What follows belongs to an exercise in optimizing a design on an open flow for small area; a production flow would make more cautious choices. The RTL was checked by simulation tests, not by an equivalence proof against the original design. Power and IR drop assume default switching activity.

==> design/flow/design.v <==
module rab (
    input  wire        clk,
    input  wire        rst,
    input  wire        sub_valid,
    input  wire        sub_ctx,
    input  wire [31:0] sub_cmd,
    input  wire [31:0] sub_arg0,
    input  wire [31:0] sub_arg1,
    output wire [1:0]  busy,
    output wire [1:0]  done,
    output wire [2:0]  status0,
    output wire [31:0] result0,
    output wire [2:0]  status1,
    output wire [31:0] result1,
    output reg         bus_req,
    output reg         bus_we,
    output reg  [31:0] bus_addr,
    output reg  [31:0] bus_wdata,
    input  wire        bus_ack,
    input  wire [31:0] bus_rdata,
    input  wire        bus_err,
    output reg         irq_valid,
    output reg  [7:0]  irq_num,
    output reg  [2:0]  irq_prio,
    output reg         ntf_valid,
    output reg  [31:0] ntf_token
);
    localparam [3:0] OP_SETF = 4'h1, OP_GETF = 4'h2,
                     OP_GINIT = 4'h3, OP_GINITI = 4'h4, OP_GWRITE = 4'h5,
                     OP_GREAD = 4'h6, OP_GINTCLR = 4'h7,
                     OP_TCFG = 4'h8, OP_TARMP = 4'h9, OP_TARMI = 4'hA,
                     OP_TEN = 4'hB, OP_TPOLL = 4'hC, OP_TCLR = 4'hD;
    localparam [2:0] ST_OK = 3'd0, ST_ILLEGAL = 3'd1, ST_INVALID = 3'd2,
                     ST_NOTINIT = 3'd4, ST_OWN = 3'd5, ST_BUSERR = 3'd6;
    localparam [1:0] U_A = 2'd0, U_B = 2'd1, U_C = 2'd2;
    localparam [2:0] M_RTC = 3'd2;
    localparam [2:0] UK_NONE = 3'd0, UK_RMW = 3'd1, UK_W1C = 3'd2,
                     UK_GET = 3'd3, UK_ACT = 3'd4, UK_NTF = 3'd5;
    localparam [31:0] UNLOCK_KEY = 32'h4C4F434B;
    reg        act0, act1;
    reg        done0, done1;
    reg [2:0]  st0_r, st1_r;
    reg [31:0] res0_r, res1_r;
    reg [16:0] cmd0, cmd1;          
    reg [31:0] x0_0, x0_1;          
    reg [31:0] x1_0, x1_1;          
    reg [31:0] lt_0, lt_1;          
    reg [3:0]  stp0, stp1;
    reg        ph0, ph1;
    reg [1:0]  sbc0, sbc1;          
    reg        lock0;               
    wire [47:0]  g_ok;
    wire [23:0]  t_ok;              
    wire [23:0]  t_armp;            
    wire [11:0]  t_uc;              
    wire [23:0]  t_ub;              
    wire [47:0]  t_code;            
    wire [767:0] t_cb;              
    assign busy    = {act1, act0};
    assign done    = {done1, done0};
    assign status0 = st0_r;
    assign status1 = st1_r;
    assign result0 = res0_r;
    assign result1 = res1_r;
    function [1:0] mode_code;
        input [2:0] m;
        begin
            case (m)
                3'd0, 3'd1: mode_code = 2'd0;
                3'd2:       mode_code = 2'd3;
                3'd3:       mode_code = 2'd1;
                default:    mode_code = 2'd2;
            endcase
        end
    endfunction
    function [3:0] mode_enc;
        input [2:0] m;
        begin
            case (m)
                3'd0: mode_enc = 4'h1;
                3'd1: mode_enc = 4'h2;
                3'd2: mode_enc = 4'h0;
                3'd3: mode_enc = 4'h3;
                3'd4: mode_enc = 4'h7;
                default: mode_enc = 4'hA;
            endcase
        end
    endfunction
    function [7:0] timer_irq;
        input [3:0] b;
        input       l;
        reg   [7:0] a;
        begin
            case (b)
                4'd0:  a = 8'd19;
                4'd1:  a = 8'd21;
                4'd2:  a = 8'd23;
                4'd3:  a = 8'd35;
                4'd4:  a = 8'd70;
                4'd5:  a = 8'd92;
                4'd6:  a = 8'd94;
                4'd7:  a = 8'd96;
                4'd8:  a = 8'd98;
                4'd9:  a = 8'd100;
                4'd10: a = 8'd102;
                default: a = 8'd104;
            endcase
            timer_irq = a + {7'd0, l};
        end
    endfunction
    function excluded_pin;
        input [2:0] p;
        input [2:0] n;
        begin
            excluded_pin = (p > 3'd5) ||
                           (p == 3'd4 && n >= 3'd6) ||
                           (p == 3'd5 && n >= 3'd5);
        end
    endfunction
    wire [3:0] a_op    = sub_cmd[31:28];
    wire [1:0] a_am    = sub_cmd[27:26];
    wire [4:0] a_start = sub_cmd[25:21];
    wire [5:0] a_width = sub_cmd[20:15];
    wire [2:0] a_port  = sub_cmd[27:25];
    wire [2:0] a_pin   = sub_cmd[24:22];
    wire [3:0] a_blk   = sub_cmd[27:24];
    wire [1:0] a_use   = sub_cmd[23:22];
    wire [2:0] a_mode  = sub_cmd[21:19];
    wire [5:0] a_gidx  = {a_port, a_pin};
    wire [4:0] a_tA    = {a_blk, 1'b0};
    wire [4:0] a_tB    = {a_blk, 1'b1};
    wire [4:0] a_t0    = {a_blk, (a_use == U_B)};
    reg [31:0] a_resmask;
    always @* begin
        case (a_op)
            OP_SETF, OP_GETF:               a_resmask = 32'h00007FFF;
            OP_GINIT:                       a_resmask = 32'h001FFFFF;
            OP_GINITI:                      a_resmask = 32'h0003FFFF;
            OP_GWRITE, OP_GREAD, OP_GINTCLR: a_resmask = 32'h003FFFFF;
            OP_TCFG:                        a_resmask = 32'h0003FFFF;
            OP_TARMI:                       a_resmask = 32'h0007FFFF;
            default:                        a_resmask = 32'h003FFFFF;
        endcase
    end
    wire a_is_timer = (a_op >= OP_TCFG) && (a_op <= OP_TCLR);
    wire a_is_gpio  = (a_op >= OP_GINIT) && (a_op <= OP_GINTCLR);
    wire a_illegal = (a_op == 4'h0) || (a_op >= 4'hE) ||
                     ((sub_cmd & a_resmask) != 32'd0) ||
                     (a_is_timer && a_use == 2'd3) ||
                     (a_op == OP_TCFG && a_mode >= 3'd6);
    wire [6:0] a_fend = {2'b00, a_start} + {1'b0, a_width};
    wire a_geom_bad = (a_width == 6'd0) || (a_width > 6'd32) ||
                      (a_fend > 7'd32) ||
                      (sub_arg0[1:0] != 2'b00);
    wire [3:0] k_op  = cmd0[16:13];
    wire       k_gi  = act0 && (k_op == OP_GINIT || k_op == OP_GINITI);
    wire       k_tc  = act0 && (k_op == OP_TCFG);
    wire [3:0] k_blk = cmd0[12:9];
    wire [1:0] k_use = cmd0[8:7];
    wire a_gbusy = k_gi && (cmd0[12:7] == a_gidx);
    wire a_gok   = g_ok[a_gidx];
    wire a_bsame = k_tc && (k_blk == a_blk);
    wire a_busyA = a_bsame && (k_use != U_B);
    wire a_busyB = a_bsame && (k_use != U_A);
    wire a_busy0 = (a_use == U_B) ? a_busyB : a_busyA;
    wire       a_okA  = t_ok[a_tA];
    wire       a_okB  = t_ok[a_tB];
    wire       a_ok0  = t_ok[a_t0];
    wire [1:0] a_usA  = t_uc[a_blk] ? U_C : U_A;
    wire [1:0] a_usB  = t_uc[a_blk] ? U_C : t_ub[a_tB] ? U_B : U_A;
    wire [1:0] a_us0  = (a_use == U_B) ? a_usB : a_usA;
    wire a_exists = !a_busy0 && a_ok0 && (a_us0 == a_use);
    wire a_conflict =
        (a_use != U_C) ? (a_busy0 || (a_ok0 && a_us0 != a_use))
                       : (a_busyA || a_busyB ||
                          (a_okA && a_usA != U_C) ||
                          (a_okB && a_usB != U_C));
    reg       a_end;
    reg [2:0] a_status;
    always @* begin
        a_end    = 1'b1;
        a_status = ST_OK;
        if (a_illegal) begin
            a_status = ST_ILLEGAL;
        end else if (a_op == OP_SETF) begin
            if (a_geom_bad || a_am == 2'b01) a_status = ST_INVALID;
            else                            a_end = 1'b0;
        end else if (a_op == OP_GETF) begin
            if (a_geom_bad) a_status = ST_INVALID;
            else            a_end = 1'b0;
        end else if (a_is_gpio) begin
            if (excluded_pin(a_port, a_pin)) a_status = ST_INVALID;
            else if (a_op == OP_GINIT || a_op == OP_GINITI) begin
                if (a_gbusy) a_status = ST_OWN;
                else         a_end = 1'b0;
            end else begin
                if (a_gbusy || !a_gok)
                    a_status = ST_NOTINIT;
                else if (a_op == OP_GWRITE && sub_arg0 > 32'd1)
                    a_status = ST_OK;
                else
                    a_end = 1'b0;
            end
        end else begin
            if (a_blk >= 4'd12) a_status = ST_INVALID;
            else if (a_op == OP_TCFG) begin
                if (a_mode == M_RTC && a_use != U_C) a_status = ST_INVALID;
                else if (a_conflict)                 a_status = ST_OWN;
                else                                 a_end = 1'b0;
            end else if (a_op == OP_TPOLL) begin
                if (!a_exists || !t_armp[a_t0]) a_status = ST_NOTINIT;
                else                            a_end = 1'b0;
            end else begin
                if (!a_exists)             a_status = ST_NOTINIT;
                else if (a_op == OP_TARMP) a_status = ST_OK;
                else                       a_end = 1'b0;
            end
        end
    end
    wire a_acc   = sub_valid && !a_end;
    wire [16:0] a_cmd = {sub_cmd[31:21],
                         (a_op == OP_SETF || a_op == OP_GETF) ? a_fend[5:0] : sub_cmd[20:15]};
    wire a_tcfg  = a_acc && (a_op == OP_TCFG);
    wire a_tarmp = sub_valid && a_end && (a_op == OP_TARMP) && (a_status == ST_OK);
    wire [1:0] a_sbc = t_code[a_t0*2 +: 2];
    wire sel = act1 && !lock0;
    wire run = sel || act0;
    wire [16:0] c_cmd  = sel ? cmd1 : cmd0;
    wire [31:0] c_arg0 = sel ? x0_1 : x0_0;
    wire [31:0] c_arg1 = sel ? x1_1 : x1_0;
    wire [31:0] c_lat  = sel ? lt_1 : lt_0;
    wire [3:0]  c_step = sel ? stp1 : stp0;
    wire        c_ph   = sel ? ph1  : ph0;
    wire [1:0]  c_sbc  = sel ? sbc1 : sbc0;
    wire [3:0] c_op    = c_cmd[16:13];
    wire [1:0] c_am    = c_cmd[12:11];
    wire [2:0] c_port  = c_cmd[12:10];
    wire [2:0] c_pin   = c_cmd[9:7];
    wire       c_gdir  = c_cmd[6];
    wire [2:0] c_gprio = c_cmd[5:3];
    wire [3:0] c_blk   = c_cmd[12:9];
    wire [1:0] c_use   = c_cmd[8:7];
    wire [2:0] c_mode  = c_cmd[6:4];
    wire       c_cdir  = c_cmd[3];
    wire       c_l0    = (c_use == U_B);
    wire [4:0] c_t0    = {c_blk, c_l0};
    wire [4:0] c_sb    = {1'b0, c_l0, 1'b0, c_sbc};
    wire [19:0] c_gpage = 20'h40058 + {17'd0, c_port};
    wire        c_wide  = (c_blk >= 4'd6);
    wire [19:0] c_tpage = (c_blk < 4'd8) ? {16'h4003, c_blk} : {16'h4004, c_blk + 4'h4};
    wire [4:0]  c_gbit  = c_wide ? {1'b0, c_blk - 4'd6} : {1'b0, c_blk};
    wire [7:0]  c_gpirq = (c_port == 3'd5) ? 8'd30 : {5'd0, c_port};
    reg [2:0]  uk;
    reg [19:0] u_page;
    reg [11:0] u_off;
    reg        u_arga;      
    reg [31:0] u_val;
    reg [4:0]  u_s;
    reg [5:0]  u_e;         
    reg        u_one;       
    always @* begin
        uk     = UK_NONE;
        u_page = c_gpage;
        u_off  = 12'h000;
        u_arga = 1'b0;
        u_val  = 32'd1;
        u_s    = 5'd0;
        u_e    = 6'd1;
        u_one  = 1'b1;
        case (c_op)
            OP_SETF: begin
                uk     = (c_am == 2'b11) ? UK_W1C : UK_RMW;
                u_arga = 1'b1;
                u_val  = c_arg1;
                u_s    = c_cmd[10:6];
                u_e    = c_cmd[5:0]; u_one = 1'b0;
            end
            OP_GETF: begin
                uk     = UK_GET;
                u_arga = 1'b1;
                u_s    = c_cmd[10:6];
                u_e    = c_cmd[5:0]; u_one = 1'b0;
            end
            OP_GINIT, OP_GINITI: begin
                uk  = UK_RMW;
                u_s = {2'b00, c_pin};
                case (c_step)
                    4'd0:  begin u_page = 20'h400FE; u_off = 12'h608; u_s = {2'b00, c_port}; end
                    4'd1:  begin uk = UK_GET; u_page = 20'h400FE; u_off = 12'hA08; u_s = {2'b00, c_port}; end
                    4'd2:  begin u_off = 12'h520; u_val = UNLOCK_KEY; u_s = 5'd0; u_e = 6'd32; u_one = 1'b0; end
                    4'd3:  begin u_off = 12'h524; end
                    4'd4:  begin u_off = 12'h400; u_val = {31'd0, c_gdir}; end
                    4'd5:  begin u_off = 12'h510; end
                    4'd6:  begin u_off = 12'h420; u_val = 32'd0; end
                    4'd7:  begin u_off = 12'h51C; end
                    4'd8:  begin u_off = 12'h528; u_val = 32'd0; end
                    4'd9:  begin u_off = 12'h410; u_val = 32'd0; end
                    4'd10: begin u_off = 12'h404; u_val = 32'd0; end
                    4'd11: begin u_off = 12'h408; end
                    4'd12: begin uk = UK_W1C; u_off = 12'h41C; end
                    4'd13: begin u_off = 12'h410; end
                    default: uk = UK_ACT;
                endcase
            end
            OP_GWRITE: begin
                uk    = UK_RMW;
                u_off = 12'h3FC;
                u_val = c_arg0;
                u_s   = {2'b00, c_pin};
            end
            OP_GREAD: begin
                uk    = UK_GET;
                u_off = 12'h3FC;
                u_s   = {2'b00, c_pin};
            end
            OP_GINTCLR: begin
                uk    = UK_W1C;
                u_off = 12'h41C;
                u_s   = {2'b00, c_pin};
            end
            OP_TCFG: begin
                uk     = UK_RMW;
                u_page = c_tpage;
                case (c_step)
                    4'd0: begin u_page = 20'h400FE; u_off = c_wide ? 12'h65C : 12'h604; u_s = c_gbit; end
                    4'd1: begin uk = UK_GET; u_page = 20'h400FE; u_off = c_wide ? 12'hA5C : 12'hA04; u_s = c_gbit; end
                    4'd2: begin
                        u_off = 12'h000;
                        u_val = (c_use != U_C) ? 32'h4 :
                                (c_mode == M_RTC) ? 32'h1 : 32'h0;
                        u_e   = 6'd3; u_one = 1'b0;
                    end
                    4'd3: begin u_off = c_l0 ? 12'h008 : 12'h004; u_val = {28'd0, mode_enc(c_mode)}; u_e = 6'd4; u_one = 1'b0; end
                    4'd4: begin u_off = c_l0 ? 12'h008 : 12'h004; u_val = {31'd0, c_cdir}; u_s = 5'd4; end
                    4'd5: begin u_off = c_l0 ? 12'h02C : 12'h028; u_val = c_arg0; u_e = 6'd32; u_one = 1'b0; end
                    4'd6: begin u_off = 12'h008; u_val = {28'd0, mode_enc(c_mode)}; u_e = 6'd4; u_one = 1'b0; end
                    4'd7: begin u_off = 12'h008; u_val = {31'd0, c_cdir}; u_s = 5'd4; end
                    default: begin u_off = 12'h02C; u_val = c_arg1; u_e = 6'd32; u_one = 1'b0; end
                endcase
            end
            OP_TARMI: begin
                u_page = c_tpage;
                if (c_step == 4'd0) begin
                    uk = UK_RMW; u_off = 12'h018; u_s = c_sb;
                end else begin
                    uk = UK_ACT;
                end
            end
            OP_TEN: begin
                uk     = UK_RMW;
                u_page = c_tpage;
                u_off  = 12'h00C;
                u_s    = (c_step == 4'd0 && !c_l0) ? 5'd0 : 5'd8;
            end
            OP_TPOLL: begin
                u_page = c_tpage;
                u_s    = c_sb;
                case (c_step)
                    4'd0: begin uk = UK_GET; u_off = 12'h01C; end
                    4'd1: uk = UK_NTF;
                    default: begin uk = UK_W1C; u_off = 12'h024; end
                endcase
            end
            OP_TCLR: begin
                uk     = UK_W1C;
                u_page = c_tpage;
                u_off  = 12'h024;
                u_s    = c_sb;
            end
            default: uk = UK_NONE;
        endcase
    end
    reg [31:0] u_fmask;
    integer j;
    always @* begin
        for (j = 0; j < 32; j = j + 1)
            u_fmask[j] = (j >= u_s) && (u_one ? (j <= u_s) : (j < u_e));
    end
    wire u_isget = (uk == UK_GET);
    wire [31:0] rd_f = bus_rdata & u_fmask;
    reg  [31:0] rd_rev;
    always @* begin
        for (j = 0; j < 32; j = j + 1)
            rd_rev[j] = rd_f[31 - j];
    end
    wire [31:0] sh_in  = u_isget ? rd_rev : u_val;
    wire [31:0] sh_out = sh_in << u_s;
    reg  [31:0] u_get;
    always @* begin
        for (j = 0; j < 32; j = j + 1)
            u_get[j] = sh_out[31 - j];
    end
    wire [31:0] u_field = sh_out & u_fmask;
    wire [31:0] u_merge = (bus_rdata & ~u_fmask) | u_field;
    reg [31:0] tok_or;
    integer l;
    always @* begin
        tok_or = 32'd0;
        for (l = 0; l < 24; l = l + 1)
            if (c_t0 == l && t_armp[l]) tok_or = tok_or | t_cb[l*32 +: 32];
    end
    always @* begin
        bus_req   = 1'b0;
        bus_we    = 1'b0;
        bus_addr  = u_arga ? {c_arg0[31:2], 2'b00} : {u_page, u_off};
        bus_wdata = c_ph ? c_lat : u_field;
        irq_valid = 1'b0;
        irq_num   = (c_op == OP_TARMI) ? timer_irq(c_blk, c_l0) : c_gpirq;
        irq_prio  = (c_op == OP_TARMI) ? c_mode : c_gprio;
        ntf_valid = 1'b0;
        ntf_token = tok_or;
        if (run) begin
            case (uk)
                UK_RMW: begin
                    bus_req = 1'b1;
                    bus_we  = c_ph;
                end
                UK_W1C: begin
                    bus_req = 1'b1;
                    bus_we  = 1'b1;
                end
                UK_GET:  bus_req   = 1'b1;
                UK_ACT:  irq_valid = 1'b1;
                UK_NTF:  ntf_valid = 1'b1;
                default: ;
            endcase
        end
    end
    wire u_bus   = (uk == UK_RMW) || (uk == UK_W1C) || (uk == UK_GET);
    wire u_done  = run && (u_bus ? bus_ack : (uk != UK_NONE));
    wire u_err   = run && u_bus && bus_ack && bus_err;
    wire u_rmwrd = (uk == UK_RMW) && !c_ph;
    wire u_bit   = u_get[0];
    reg        n_fin;
    reg        n_rget;      
    reg        n_rone;      
    reg [3:0]  n_step;
    always @* begin
        n_fin  = 1'b0;
        n_rget = 1'b0;
        n_rone = 1'b0;
        n_step = c_step + 4'd1;
        case (c_op)
            OP_SETF, OP_GWRITE, OP_GINTCLR, OP_TCLR: n_fin = 1'b1;
            OP_GETF, OP_GREAD: begin n_fin = 1'b1; n_rget = 1'b1; end
            OP_GINIT, OP_GINITI: begin
                case (c_step)
                    4'd1: n_step = !u_bit ? 4'd1 :
                                   (c_port == 3'd5 && c_pin == 3'd0) ? 4'd2 : 4'd4;
                    4'd4: n_step = c_gdir ? 4'd6 : 4'd5;
                    4'd8: n_fin  = (c_op == OP_GINIT);
                    4'd14: n_fin = 1'b1;
                    default: ;
                endcase
            end
            OP_TCFG: begin
                case (c_step)
                    4'd1: n_step = u_bit ? 4'd2 : 4'd1;
                    4'd5: n_fin  = (c_use != U_C);
                    4'd8: n_fin  = 1'b1;
                    default: ;
                endcase
            end
            OP_TARMI: n_fin = (c_step == 4'd1);
            OP_TEN:   n_fin = (c_step == 4'd1) || (c_use != U_C);
            OP_TPOLL: begin
                case (c_step)
                    4'd0: n_fin = !u_bit;
                    4'd2: begin n_fin = 1'b1; n_rone = 1'b1; end
                    default: ;
                endcase
            end
            default: n_fin = 1'b1;
        endcase
    end
    wire [31:0] n_res = n_rget ? u_get : {31'd0, n_rone};
    wire e_err  = u_done && u_err;
    wire e_rd   = u_done && !u_err && u_rmwrd;
    wire e_fin  = u_done && !u_err && !u_rmwrd && n_fin;
    wire e_step = u_done && !u_err && !u_rmwrd && !n_fin;
    wire e_end  = e_err || e_fin;
    wire acc0 = sub_valid && !sub_ctx;
    wire acc1 = sub_valid &&  sub_ctx;
    always @(posedge clk) begin
        if (acc0) begin
            cmd0 <= a_cmd;
            x0_0 <= sub_arg0;
            x1_0 <= sub_arg1;
            sbc0 <= a_sbc;
        end
        if (acc1) begin
            cmd1 <= a_cmd;
            x0_1 <= sub_arg0;
            x1_1 <= sub_arg1;
            sbc1 <= a_sbc;
        end
        if (e_rd && !sel) lt_0 <= u_merge;
        if (e_rd &&  sel) lt_1 <= u_merge;
        if (acc0)                     stp0 <= 4'd0;
        else if (e_step && !sel)      stp0 <= n_step;
        if (acc1)                     stp1 <= 4'd0;
        else if (e_step && sel)       stp1 <= n_step;
        if (acc0 || (e_step && !sel)) ph0 <= 1'b0;
        else if (e_rd && !sel)        ph0 <= 1'b1;
        if (acc1 || (e_step && sel))  ph1 <= 1'b0;
        else if (e_rd && sel)         ph1 <= 1'b1;
    end
    always @(posedge clk) begin
        if (rst) begin
            act0  <= 1'b0;
            act1  <= 1'b0;
            done0 <= 1'b0;
            done1 <= 1'b0;
            st0_r <= ST_OK;
            st1_r <= ST_OK;
            res0_r <= 32'd0;
            res1_r <= 32'd0;
            lock0 <= 1'b0;
        end else begin
            lock0 <= bus_req && !bus_ack && !sel;
            done0 <= (acc0 && a_end) || (e_end && !sel);
            done1 <= (acc1 && a_end) || (e_end && sel);
            if (acc0 && !a_end)      act0 <= 1'b1;
            else if (e_end && !sel)  act0 <= 1'b0;
            if (acc1 && !a_end)      act1 <= 1'b1;
            else if (e_end && sel)   act1 <= 1'b0;
            if (acc0 && a_end) begin
                st0_r  <= a_status;
                res0_r <= 32'd0;
            end else if (e_end && !sel) begin
                st0_r  <= e_err ? ST_BUSERR : ST_OK;
                res0_r <= e_err ? 32'd0 : n_res;
            end
            if (acc1 && a_end) begin
                st1_r  <= a_status;
                res1_r <= 32'd0;
            end else if (e_end && sel) begin
                st1_r  <= e_err ? ST_BUSERR : ST_OK;
                res1_r <= e_err ? 32'd0 : n_res;
            end
        end
    end
    wire e_gi   = (c_op == OP_GINIT || c_op == OP_GINITI);
    wire e_tc   = (c_op == OP_TCFG);
    wire e_ta   = (c_op == OP_TARMI);
    wire [5:0] c_gidx = {c_port, c_pin};
    genvar g;
    generate
        for (g = 0; g < 48; g = g + 1) begin : gp
            if ((g / 8 > 5) || (g / 8 == 4 && g % 8 >= 6) ||
                (g / 8 == 5 && g % 8 >= 5)) begin : ex
                assign g_ok[g] = 1'b0;
            end else begin : in
                reg ok;
                assign g_ok[g] = ok;
                always @(posedge clk) begin
                    if (rst)
                        ok <= 1'b0;
                    else if (e_end && e_gi && c_gidx == g)
                        ok <= !e_err;
                end
            end
        end
        for (g = 0; g < 12; g = g + 1) begin : tb
            reg uc;
            assign t_uc[g] = uc;
            always @(posedge clk) begin
                if (e_err && e_tc && c_blk == g)
                    uc <= 1'b0;
                else if (a_tcfg && a_blk == g)
                    uc <= (a_use == U_C);
            end
        end
        for (g = 0; g < 24; g = g + 1) begin : tl
            reg [31:0] cb;
            reg [1:0]  code;
            reg        ok, armp, ub;
            assign t_cb[g*32 +: 32] = cb;
            assign t_code[g*2 +: 2] = code;
            assign t_ok[g]   = ok;
            assign t_armp[g] = armp;
            assign t_ub[g]   = ub;
            wire a_cov = (a_blk == g / 2) &&
                         ((g % 2 == 0) ? (a_use != U_B) : (a_use != U_A));
            wire c_cov = (c_blk == g / 2) &&
                         ((g % 2 == 0) ? (c_use != U_B) : (c_use != U_A));
            wire e_wr  = c_cov && ((e_end && e_tc) || (e_fin && e_ta));
            always @(posedge clk) begin
                if (a_tarmp && a_cov)
                    cb <= sub_arg0;
                if (e_err && e_tc && c_cov)
                    code <= 2'd0;
                else if (a_tcfg && a_cov)
                    code <= mode_code(a_mode);
                if (e_err && e_tc && c_cov)
                    ub <= 1'b0;
                else if (a_tcfg && a_cov)
                    ub <= (g % 2 == 1) && (a_use == U_B);
                if (e_wr)
                    armp <= 1'b0;
                else if (a_tcfg && a_cov)
                    armp <= 1'b0;
                else if (a_tarmp && a_cov)
                    armp <= 1'b1;
                if (rst)
                    ok <= 1'b0;
                else if (e_wr)
                    ok <= !e_err;
                else if (a_tarmp && a_cov)
                    ok <= 1'b1;
            end
        end
    endgenerate
endmodule
==> design/flow/flow/run.sh <==
#!/bin/bash
set -euo pipefail
bash standard.sh "BUFFER_PORTS_ARGS=-buffer_cell sky130_fd_sc_hd__buf_1" finish > flow_standard.log 2>&1
==> design/flow/standard.sh <==
#!/bin/bash
# synth_recipe.tcl (not shown) runs the flow's synth.tcl, then flattens the netlist and writes it again
# the make line also repeats each setting of config.mk as NAME=value (left out here)
make -C /OpenROAD-flow-scripts/flow DESIGN_CONFIG=/design/flow/config.mk WORK_HOME=/design/flow/orfs CLKGATE_MAP_FILE= SYNTH_SCRIPT=/design/flow/synth_recipe.tcl "${@:-finish}"
==> design/flow/config.mk <==
export PLATFORM = sky130hd
export DESIGN_NAME = rab
export DESIGN_NICKNAME = rab
export VERILOG_FILES = /design/flow/design.v
export SDC_FILE = /design/flow/constraint.sdc
export NUM_CORES = 4
export LEC_CHECK = 0
export CAP_MARGIN = 20
export CORE_MARGIN = 2
export CORE_UTILIZATION = 30
export CTS_BUF_LIST = sky130_fd_sc_hd__clkbuf_8
export CTS_CLUSTER_DIAMETER = 40
export CTS_CLUSTER_SIZE = 18
export PLACE_DENSITY = 0.6
export SLEW_MARGIN = 20
==> design/flow/constraint.sdc <==
create_clock -name core_clock -period 12.0 [get_ports {clk}]
set_input_delay 2.4000 -clock core_clock [delete_from_list [all_inputs] [get_ports {clk}]]
set_output_delay 2.4000 -clock core_clock [all_outputs]
set_load 0.01 [all_outputs]
==> notes.md, run 1 <==
reg2reg end - res1_r[5]$_SDFFE_PP0P_
Slew Viols, Final - 0
Boundary Pins - 319
num rows - 157
layout cells sized above 1 - 12.9%
H-tree depth - 4
die footprint - 187,000 um^2
fin util - 34.3%
Routability Congestion - 0.950
clock buffer count from CTS - 138
initial antenna violation count - 20
final worst-path cycle share - 93.9%
final setup vio count - 0
port buffer count - 315
CTS clock-pin slew for the worst setup and hold paths - 0.08 ns
worst r2r src - act1$_SDFFE_PP0P_
Area Growth Syn to Fin - 13.6%
Hold Buf Count CTS - 0
biggest regs - tl.cb x768, tl.code x48, gp.in.ok x43
unrepaired setup endpoints after global routing - false
Pleak - 0.0209 uW
Max clock buf depth - 3
Post-synth EDFFs - 998
crit path capture type - primary output
routed length per placed instance - 30.6 um
vias - 42,100
Tmin final - 11.26 ns
grt total ovfl - 0
post-synthesis sequential area ratio - 63.4%
area fraction of the dominant cell type after synthesis - 54.4%
Synth warnings - 1
Crit. Startpoint - act1$_SDFFE_PP0P_
Setup crit end - bus_wdata[30]
pin count of the biggest net entering global routing - 81
Final Hold Vio Count - 0
ys flop type - edfxtp_1
DP Wirelength - 141,000 um
mapped cell area - 55,100 um^2
fmax - 88.8 MHz
Remaining DRCs - 0
initial core utilization - 30.1%
post-synth top area cell - edfxtp_1
Die Ht - 433 um
VDD IR max - 0.0786 mV
R2R cell count - 20
CP arrival - 8.86 ns
Distinct cells, synth - 107
cell internal pwr - 6270 uW
core area - 183,000 um^2
clk latency of the worst-skew pair - 0.95 ns
pwr/cell area - 140 nW/um^2
Sw Pwr - 2510 uW
total clock sinks - 1,246
1st-iter DRT viols - 5,848
Worst-Margin Slew - 1.34 ns
Layout Skew - 0.0700 ns
setup_tns - 0 ns
Switching Fraction - 28.6%
Startpoint Class - register
share of power burned in registers - 53.8%
drt first pass iters - 9
Combinational Power Share - 10.4%
clock power share - 35.8%
worst endpoint required time - 9.60 ns
Post-Syn Instances - 4,309
number of max-cap violations - 0
die width - 433 um
R2R Setup Slk - 3.37 ns
number of global-route vias before repair - 39,800
first-pass GRT wire length - 305,000 um
Setup Fix Bufs, Post-CTS - 0
CTS tree - done
DRT antenna net count - 0
max FFs per register - 768
outcome - complete, no violations
vias per inst - 5.87
Post-CTS Resized - 0
layout net count - 4,760
top post-synthesis cells by area - edfxtp_1 (54%), dfxtp_1 (9.0%), mux2i_1 (3.6%), a22o_1 (2.5%), a221oi_1 (2.3%)
HP Class - register to register
WHS Path Cells - 2
total track usage - 22.7%
clk root buf - clkbuf_8
Most flops, register - tl.cb
maximum fanout along the worst path - 31
Post-synth ARST share - 0%
Syn Area/Cell - 12.8 um^2
Crit Path Class - register to primary output
Seq cells post-synth - 1,246
Rel. slew slack - 10.1%
routed wire length - 220,000 um
## cell families after synthesis
logic type                 after synthesis  share of synthesized area (%)
AOI/OAI and AO/OA                     1249                           17.1
xor gates and xnor gates                20                          0.318
adders and majority gates               31                          0.717
buffers and inverters                  390                           2.88
DFF                                   1246                           63.4
muxes                                  268                           5.75
other                                    1                        0.00680
and+or+nand+nor                       1104                           9.83
## power by group through the flow
stage                     clock network [uW]  logic (uW)  registers (uW)
final                                   3140         915            4720
after global routing                    3340         950            4730
after CTS                               3180         892            4720
after detailed placement                   0         888            4820
after global placement                     0         891            4820
after floorplan                            0         465            4810
## metrics by stage
step                      setup slack (ns)  total power, uW  hold slack, ns  instances  cell area, um^2
after floorplan                       2.64             5280           0.432       4311            55100
after global placement                2.10             5710           0.440       6919            59600
after detailed placement              1.90             5710           0.447       6919            59600
after CTS                            0.905             8790           0.458       7172            62600
after global routing                 0.387             9020           0.482       7179            62600
final                                0.735             8770           0.457       7181            62600
## layout by cell type (no fill, tap or decap), drive strengths merged, types with 21 or more instances in the layout
cell type,synthesis,layout
a311oi,39,39
o22ai,33,33
a211o,41,41
nor2,302,302
nand4,54,54
ha,30,30
a21oi,166,166
dfxtp,248,248
and3,55,55
a222oi,34,34
a211oi,82,82
nor4,34,34
a22oi,70,70
buf,92,471
inv,54,114
mux2i,201,201
a22o,155,155
o21a,21,21
and2,44,44
clkbuf,243,151
nor3,81,81
o21ai,142,142
nand3,137,137
a31oi,80,80
clkinv,1,34
mux2,32,32
mux4,35,35
a221oi,143,143
nand2,267,267
edfxtp,998,998
## worst min path at each step
| stage | end | slack (ns) | start |
|---|---|---|---|
| after floorplan | tl[4].code[0]$_SDFFE_PP0P_ | 0.43 | tl[4].code[0]$_SDFFE_PP0P_ |
| after global placement | tl[19].code[1]$_SDFFE_PP0P_ | 0.44 | tl[19].code[1]$_SDFFE_PP0P_ |
| after detailed placement | tl[19].code[1]$_SDFFE_PP0P_ | 0.45 | tl[19].code[1]$_SDFFE_PP0P_ |
| after CTS | tl[19].code[0]$_SDFFE_PP0P_ | 0.46 | tl[19].code[0]$_SDFFE_PP0P_ |
| after global routing | res0_r[9]$_SDFFE_PP0P_ | 0.48 | res0_r[9]$_SDFFE_PP0P_ |
| final | tl[19].code[1]$_SDFFE_PP0P_ | 0.46 | tl[19].code[1]$_SDFFE_PP0P_ |
## final cells by class
type / count / area [um^2]
Tap cell: 2464 / 3080
Clock inverter: 110 / 1070
Fill cell: 18000 / 120000
Timing Repair Buffer: 479 / 2420
Multi-Input combinational cell: 2675 / 18900
Clock buffer: 143 / 1970
Inverter: 55 / 211
Antenna cell: 9 / 22.5
Sequential cell: 1246 / 34900
## routing by layer
layer | global-route usage (%) | up-vias | part of all wire [%]
met5 | 0 | - | 0.026
met4 | 11.3 | 8 | 5.2
met3 | 3.71 | 461 | 8.8
met2 | 36.8 | 2535 | 47
met1 | 29.4 | 21400 | 39
li1 | - | 17800 | -
## synthesized netlist by cell type, drive strengths merged (17+ instances only)
cell type,count
edfxtp,998
nor2,302
nand2,267
dfxtp,248
clkbuf,243
mux2i,201
a21oi,166
a22o,155
a221oi,143
o21ai,142
nand3,137
buf,92
a211oi,82
nor3,81
a31oi,80
a22oi,70
and3,55
inv,54
nand4,54
and2,44
a211o,41
a311oi,39
mux4,35
a222oi,34
nor4,34
o22ai,33
mux2,32
ha,30
o21a,21
nand2b,20
nor2b,20
o22a,20
or3,20
o221ai,18
a21o,17
and4,17
o211a,17
## worst max-delay path: stages (launching register included)
cell      delay, ns
dfxtp_1        0.72
nor2b_4        0.42
buf_4          0.41
buf_4          0.46
mux2i_1        0.67
nand2_1        0.57
inv_1          0.57
o311a_1        0.42
or3_1          0.17
buf_4          0.32
nand4_1        0.13
a221oi_1       0.98
a311o_1        0.33
a32oi_1        0.15
mux2i_1        0.32
a221oi_1       0.19
a21oi_1        0.51
nand3_1        0.19
a21oi_1        0.23
buf_1          0.19
==> run 2, diff against run 1 <==
==> design/flow/config.mk (replaced) <==
export PLATFORM = sky130hd
export DESIGN_NAME = rab
export DESIGN_NICKNAME = rab
export VERILOG_FILES = /design/flow/design.v
export SDC_FILE = /design/flow/constraint.sdc
export NUM_CORES = 4
export LEC_CHECK = 0
export CAP_MARGIN = 20
export CORE_MARGIN = 2
export CORE_UTILIZATION = 40
export CTS_BUF_LIST = sky130_fd_sc_hd__clkbuf_8
export CTS_CLUSTER_DIAMETER = 60
export CTS_CLUSTER_SIZE = 16
export PLACE_DENSITY = 0.9
export SLEW_MARGIN = 20
==> run 2 against run 1 <==
  * Still clean on timing, DRC and antenna
  * Area after synthesis did not move
  * Design area fell by 3.5%
  * Clock skew fell by 0.025 ns
  * Non-clock buffer count fell by 4
  * Global-route usage rose by 5.4 points
  * Routed wire length fell by 5.7%
  * Via count rose by 4.0%
  * Critical path depth fell by 1
  * Register-to-register slack got worse by 0.10 ns
  * Flip-flop and latch count did not move
  * First-iteration DRC count rose by 41%
  * Critical path type unchanged
  * Critical endpoint is now bus_wdata[27]
==> notes.md, run 2 <==
clock power share - 28.6%
Distinct cells, synth - 107
Combinational Power Share - 11.6%
CTS tree - done
layout cells sized above 1 - 9.85%
Routability Congestion - 1.05
clk latency of the worst-skew pair - 0.89 ns
1st-iter DRT viols - 8,248
DP Wirelength - 135,000 um
pwr/cell area - 131 nW/um^2
area fraction of the dominant cell type after synthesis - 54.4%
Hold Buf Count CTS - 0
post-synth top area cell - edfxtp_1
vias per inst - 6.85
WHS Path Cells - 2
Worst-Margin Slew - 1.19 ns
number of max-cap violations - 0
Sw Pwr - 2130 uW
die footprint - 141,000 um^2
most instantiated cells after synthesis - edfxtp_1 (998), nor2_1 (299), nand2_1 (265), dfxtp_1 (248), clkbuf_1 (243)
routed wire length - 207,000 um
grt total ovfl - 0
HP Class - register to register
Setup Fix Bufs, Post-CTS - 0
setup_tns - 0 ns
Area Growth Syn to Fin - 9.63%
final worst-path cycle share - 93.5%
Hold EP - tl[7].code[0]$_SDFFE_PP0P_
Startpoint Class - register
total track usage - 28.1%
WHS - 0.465 ns
Slew Viols, Final - 0
worst r2r src - act1$_SDFFE_PP0P_
Syn Area/Cell - 12.8 um^2
CP arrival - 8.82 ns
drt first pass iters - 10
core area - 137,000 um^2
Die Ht - 375 um
Max clock buf depth - 3
worst endpoint required time - 9.60 ns
clk root buf - clkbuf_8
Post-Syn Instances - 4,309
top post-synthesis cells by area - edfxtp_1 (54%), dfxtp_1 (9.0%), mux2i_1 (3.6%), a22o_1 (2.5%), a221oi_1 (2.3%)
DRT antenna net count - 0
Post-synth ARST share - 0%
Final Non-Filler Cells - 6,403
mapped cell area - 55,100 um^2
reg2reg end - res1_r[14]$_SDFFE_PP0P_
pin count of the biggest net entering global routing - 81
CTS clock-pin slew for the worst setup and hold paths - 0.11 ns
cell internal pwr - 5770 uW
Remaining DRCs - 0
Final Hold Vio Count - 0
Power, Total - 7900 uW
H-tree depth - 3
VDD IR max - 0.143 mV
hold_sp - tl[7].code[0]$_SDFFE_PP0P_
routed length per placed instance - 32.4 um
Switching Fraction - 27.0%
Post-synth EDFFs - 998
Synth warnings - 1
Seq cells post-synth - 1,246
initial core utilization - 40.2%
most common cell in the netlist - edfxtp_1
post-synthesis sequential area ratio - 63.4%
placed instance count - 6,245
Layout Skew - 0.0453 ns
Pleak - 0.0202 uW
fmax - 89.1 MHz
total clock sinks - 1,246
DP Worst Slack - 1.86 ns
R2R Setup Slk - 3.27 ns
R2R cell count - 18
port buffer count - 315
layout net count - 4,713
max FFs per register - 768
commonest non-fill, non-tap cell in the layout - edfxtp_1
outcome - complete, no violations
number of global-route vias before repair - 41,000
initial antenna violation count - 21
setup slack after layout - 0.780 ns
most frequent cells in the layout - edfxtp_1 (998), buf_1 (310), nor2_1 (292), nand2_1 (265), dfxtp_1 (248)
Boundary Pins - 319
die width - 375 um
share of power burned in registers - 59.8%
first-pass GRT wire length - 290,000 um
Post-CTS Resized - 0
crit path capture type - primary output
maximum fanout along the worst path - 23
Tmin final - 11.22 ns
Crit Path Class - register to primary output
Rel. slew slack - 20.4%
vias - 43,800
unrepaired setup endpoints after global routing - false
clock buffer count from CTS - 95
Most flops, register - tl.cb
num rows - 136
final setup vio count - 0
ys flop type - edfxtp_1
biggest regs - tl.cb x768, tl.code x48, gp.in.ok x43
## run 2: cell counts after synthesis
No cell type changed its count.
## run 2: routing by layer
layer	track usage (%)	part of all wire (%)	up-vias	wire length, um
li1	-	-	17600	-
met1	35.5	34	21100	71200
met2	42.4	43	4224	89500
met3	10.1	16	942	33300
met4	14.9	6.4	18	13300
met5	0.103	0.054	-	111
## run 2: per-stage QoR
step	util, %	cell area [um^2]
floorplan	-	55100
global placement	42.8	58600
detailed placement	42.8	58700
CTS	44.0	60400
global route	44.0	60400
finish	44.1	60400
## run 2: final cells by class
class | instances | area (um^2)
inverter | 55 | 211
fill | 12000 | 76700
clock buffer | 99 | 1360
timing repair buffer | 475 | 2390
tap | 1794 | 2240
multi-input combinational | 2675 | 18900
sequential | 1246 | 34900
antenna | 12 | 30.0
clock inverter | 47 | 365
## run 2: worst max-delay path by stage
stage | start | endpoint | slack (ns)
global route | act1$_SDFFE_PP0P_ | bus_wdata[22] | 0.39
floorplan | sub_cmd[23] | tl[13].cb[0]$_DFFE_PP_ | 2.64
finish | act1$_SDFFE_PP0P_ | bus_wdata[27] | 0.78
detailed placement | act1$_SDFFE_PP0P_ | bus_wdata[22] | 1.86
global placement | act1$_SDFFE_PP0P_ | bus_wdata[27] | 2.09
CTS | act1$_SDFFE_PP0P_ | bus_wdata[22] | 0.92
## run 2: cells by family (layout without fill, tap and decap cells)
family / after synthesis / count (layout) / synth area share [%]
adders and majority gates: 31 / 31 / 0.717
buffers and inverters: 390 / 676 / 2.88
xor gates and xnor gates: 20 / 20 / 0.318
muxes: 268 / 268 / 5.75
DFF: 1246 / 1246 / 63.4
AOI/OAI and AO/OA: 1249 / 1249 / 17.1
other: 1 / 15 / 0.00680
and+or+nand+nor: 1104 / 1104 / 9.83
## run 2: critical path: stages (launching register included)
cell       delay [ns]
dfxtp_1          0.67
nor2b_4          0.77
mux2i_1          0.57
inv_1            0.13
ha_1             0.44
or2_2            0.45
nor2_1           0.17
o21ai_0          0.10
a211oi_1         0.53
a211o_1          0.65
nand4_1          0.39
a32oi_1          0.29
mux2i_1          0.34
o211ai_1         0.90
nor2_1           0.11
a2bb2oi_1        0.20
o21ai_0          0.77
o22ai_1          0.25
buf_1            0.18
## run 2: power groups by stage
stage	clock network, uW	logic [uW]	registers (uW)
global placement	0	867	4820
floorplan	0	465	4810
finish	2260	916	4720
CTS	2240	873	4720
detailed placement	0	869	4820
global route	2390	940	4730
==> run 3, diff against run 2 <==
==> design/flow/flow/run.sh (replaced) <==
#!/bin/bash
set -euo pipefail
bash standard.sh "BUFFER_PORTS_ARGS=-buffer_cell sky130_fd_sc_hd__buf_1" "PRE_GLOBAL_PLACE_TCL=$PWD/flow/pre_gpl.tcl" finish > flow_standard.log 2>&1
==> design/flow/flow/pre_gpl.tcl (new file) <==
# Remove the synthesis buffers before placement (as timing-driven placement does).
remove_buffers
--- a/design/flow/config.mk
+++ b/design/flow/config.mk
@@ -7,9 +7,10 @@
 export LEC_CHECK = 0
 export CAP_MARGIN = 20
 export CORE_MARGIN = 2
-export CORE_UTILIZATION = 40
+export CORE_UTILIZATION = 30
 export CTS_BUF_LIST = sky130_fd_sc_hd__clkbuf_8
 export CTS_CLUSTER_DIAMETER = 60
 export CTS_CLUSTER_SIZE = 16
-export PLACE_DENSITY = 0.9
+export GPL_TIMING_DRIVEN = 0
+export PLACE_DENSITY = 0.6
 export SLEW_MARGIN = 20
==> run 3 against run 2 <==
  * Sequential share of layout area shrank 2.2 points
  * Register-to-register slack got worse by 0.11 ns
  * Sequential power is essentially flat
  * Highest routed layer unchanged
  * Flip-flop and latch count unchanged
  * Global-route usage fell by 6.2 points
  * Non-clock buffer count rose by 43
  * Utilization is 9.7 points lower
  * Critical path depth increased by 3
  * Count of clock-buffer cells in the layout is 3 higher
  * Die area grew 33%
  * Maximum frequency fell by 3.5%
  * Still clean
  * Clock power is 8.8% higher
==> notes.md, run 3 <==
most frequent cells in the layout - edfxtp_1 (998), nor2_1 (292), buf_1 (280), nand2_1 (265), dfxtp_1 (247)
grt total ovfl - 0
layout cells sized above 1 - 12.8%
commonest non-fill, non-tap cell in the layout - edfxtp_1
post-synthesis sequential area ratio - 63.4%
Boundary Pins - 319
die width - 433 um
routed length per placed instance - 29.9 um
Hold EP - tl[21].code[0]$_SDFFE_PP0P_
Distinct cells, synth - 107
DRT antenna net count - 0
final setup vio count - 0
die footprint - 187,000 um^2
fmax - 86.0 MHz
HP Class - register to register
R2R Setup Slk - 3.16 ns
CP arrival - 9.22 ns
DP Wirelength - 147,000 um
top post-synthesis cells by area - edfxtp_1 (54%), dfxtp_1 (9.0%), mux2i_1 (3.6%), a22o_1 (2.5%), a221oi_1 (2.3%)
Combinational Power Share - 11.2%
Rel. slew slack - 19.9%
simple-gate share of the synthesized area - 9.83%
CTS tree - done
initial core utilization - 30.1%
Die Ht - 433 um
number of max-cap violations - 0
unrepaired setup endpoints after global routing - false
CTS clock-pin slew for the worst setup and hold paths - 0.09 ns
DP Worst Slack - 0.520 ns
area fraction of the dominant cell type after synthesis - 54.4%
Final Hold Vio Count - 0
Hold Buf Count CTS - 0
first-pass GRT wire length - 297,000 um
final worst-path cycle share - 96.8%
reg2reg end - res0_r[1]$_SDFFE_PP0P_
Sw Pwr - 2200 uW
pwr/cell area - 129 nW/um^2
H-tree depth - 3
total track usage - 21.9%
pin count of the biggest net entering global routing - 70
Remaining DRCs - 0
1st-iter DRT viols - 5,813
cell internal pwr - 5890 uW
hold_sp - tl[21].code[0]$_SDFFE_PP0P_
layout net count - 4,762
Worst-Margin Slew - 1.20 ns
largest family of logic cells by synthesized area - compound AO/OA/AOI/OAI gates
vias - 41,900
port buffer count - 315
biggest regs - tl.cb x768, tl.code x48, gp.in.ok x43
Layout Skew - 0.0925 ns
number of global-route vias before repair - 39,300
Post-synth EDFFs - 998
Max clock buf depth - 3
maximum fanout along the worst path - 24
worst r2r src - act1$_SDFFE_PP0P_
initial antenna violation count - 30
Post-synth ARST share - 0%
crit path capture type - primary output
Pleak - 0.0209 uW
total clock sinks - 1,246
share of power burned in registers - 58.4%
VDD IR max - 0.0884 mV
post-synthesis compound-gate area fraction - 17.1%
Area Growth Syn to Fin - 13.9%
WHS - 0.459 ns
Setup Fix Bufs, Post-CTS - 0
outcome - complete, no violations
R2R cell count - 22
drt first pass iters - 7
clk root buf - clkbuf_8
ys flop type - edfxtp_1
routed wire length - 213,000 um
clock buffer count from CTS - 101
Switching Fraction - 27.2%
clk latency of the worst-skew pair - 0.91 ns
Most flops, register - tl.cb
num rows - 157
most common cell in the netlist - edfxtp_1
most instantiated cells after synthesis - edfxtp_1 (998), nor2_1 (299), nand2_1 (265), dfxtp_1 (248), clkbuf_1 (243)
WHS Path Cells - 2
Tmin final - 11.62 ns
max FFs per register - 768
Routability Congestion - 0.964
vias per inst - 5.88
Synth warnings - 1
core area - 183,000 um^2
setup slack after layout - 0.378 ns
post-synthesis mux area share - 5.75%
Post-Syn Instances - 4,309
Syn Area/Cell - 12.8 um^2
Crit Path Class - register to primary output
Startpoint Class - register
clock power share - 30.4%
Slew Viols, Final - 0
post-synthesis xor/xnor area fraction - 0.318%
mapped cell area - 55,100 um^2
adder-cell share of the synthesized area - 0.717%
Seq cells post-synth - 1,246
worst endpoint required time - 9.60 ns
post-synth top area cell - edfxtp_1
==> run 3: cell counts after synthesis <==
No cell type changed its count.
==> run 3: worst max path at each step <==
| stage | depth (start not counted) | end | slack [ns] | start |
|---|---|---|---|---|
| global placement | 17 | bus_wdata[15] | -15.30 | act1$_SDFFE_PP0P_ |
| detailed placement | 21 | bus_wdata[29] | 0.52 | act1$_SDFFE_PP0P_ |
| global route | 21 | bus_wdata[31] | 0.21 | act1$_SDFFE_PP0P_ |
| CTS | 21 | bus_wdata[30] | 0.11 | act1$_SDFFE_PP0P_ |
| floorplan | 13 | tl[13].cb[0]$_DFFE_PP_ | 2.64 | sub_cmd[23] |
| finish | 21 | bus_wdata[31] | 0.38 | act1$_SDFFE_PP0P_ |
==> run 3: repair_timing <==
item,4_1_cts,5_1_grt
gates resized for setup,5,4
gates cloned,0,0
endpoints found under the setup margin,3,9
==> run 3: cell type report <==
type                    count  area (um^2)
fillers                 18000       120000
diodes                      8         20.0
inverters                  55          224
multi-input cells        2675        19100
well taps                2464         3080
repair buffers            518         3460
flip-flops and latches   1246        34900
clock buffers             102         1400
clock inverters            50          538
==> run 3: layer usage <==
metal / up-vias / global-route usage [%] / routed length [um]
met1: 21200 / 28.5 / 83500
met2: 2474 / 35.9 / 99900
met4: 6 / 9.74 / 10800
li1: 17700 / - / -
met3: 429 / 3.50 / 18600
met5: - / 0 / 40
==> run 3: power by group through the flow <==
stage,sequential [uW],combinational [uW],clock [uW]
CTS,4720,882,2490
detailed placement,4820,877,0
global route,4730,948,2640
finish,4720,906,2460
floorplan,4810,465,0
global placement,4820,829,0
==> run 3: cell families (layout without fill, tap and decap cells) <==
family | count (synthesis) | after routing
xor gates and xnor gates | 20 | 20
and+or+nand+nor | 1104 | 1104
muxes | 268 | 268
buffers and inverters | 390 | 725
AOI/OAI and AO/OA | 1249 | 1249
other | 1 | 11
DFF | 1246 | 1246
adders and majority gates | 31 | 31
==> run 3: per-stage QoR <==
stage	instance area (um^2)	utilization (%)	total power [uW]	setup TNS (ns)	cells
floorplan	55100	-	5280	0	4311
global placement	58000	31.7	5650	-7946.05	6755
detailed placement	60800	33.2	5700	0	6958
CTS	62700	34.3	8090	0	7110
global route	62800	34.3	8310	0	7116
finish	62800	34.3	8090	0	7118
==> run 3: critical path: stages (launching register included) <==
cell      delay (ns)
dfxtp_2         0.61
nor2b_4         0.62
buf_12          0.27
buf_12          0.22
mux2i_2         0.69
inv_1           0.42
ha_1            0.34
inv_1           0.18
a211oi_1        0.11
nor3_1          0.49
xnor2_1         0.23
a211o_2         0.61
nand4_1         0.29
a32oi_1         0.13
mux2i_1         0.85
o211ai_1        0.44
mux2i_1         0.72
nor2_1          0.27
nor3_1          0.35
nand2_1         0.09
o21ai_0         0.19
buf_1           0.21

[separate check: timing with driven ports]
No port has a modelled driver above. Below, the same layouts with a new extraction and two added sets of constraints.
Step 1 sets driving cells, clkbuf_16 on the clock port and buf_2 on the other inputs (assumed; they add their load-dependent delay and slew).
Step 2 times the ports against the registers' clock, not the clock port: input delays grow and output delays shrink by t, the midpoint of the rising clock arrivals with the driver on.
Slacks: ideal / step 1 / step 2; pairs: ideal / step 1.
run	t, ns	slack for setup (ns)	worst setup path at the end	clock arrival spread, ns	worst register clock-pin slew, ns
run 1	0.978	0.735 / 0.663 / 1.641	register to output	0.081 / 0.081	0.11 / 0.11
run 2	0.932	0.780 / 0.712 / 1.645	register to output	0.045 / 0.045	0.11 / 0.11
run 3	0.940	0.378 / 0.307 / 1.247	register to output	0.099 / 0.099	0.11 / 0.11
After both steps every run listed still meets setup and hold.
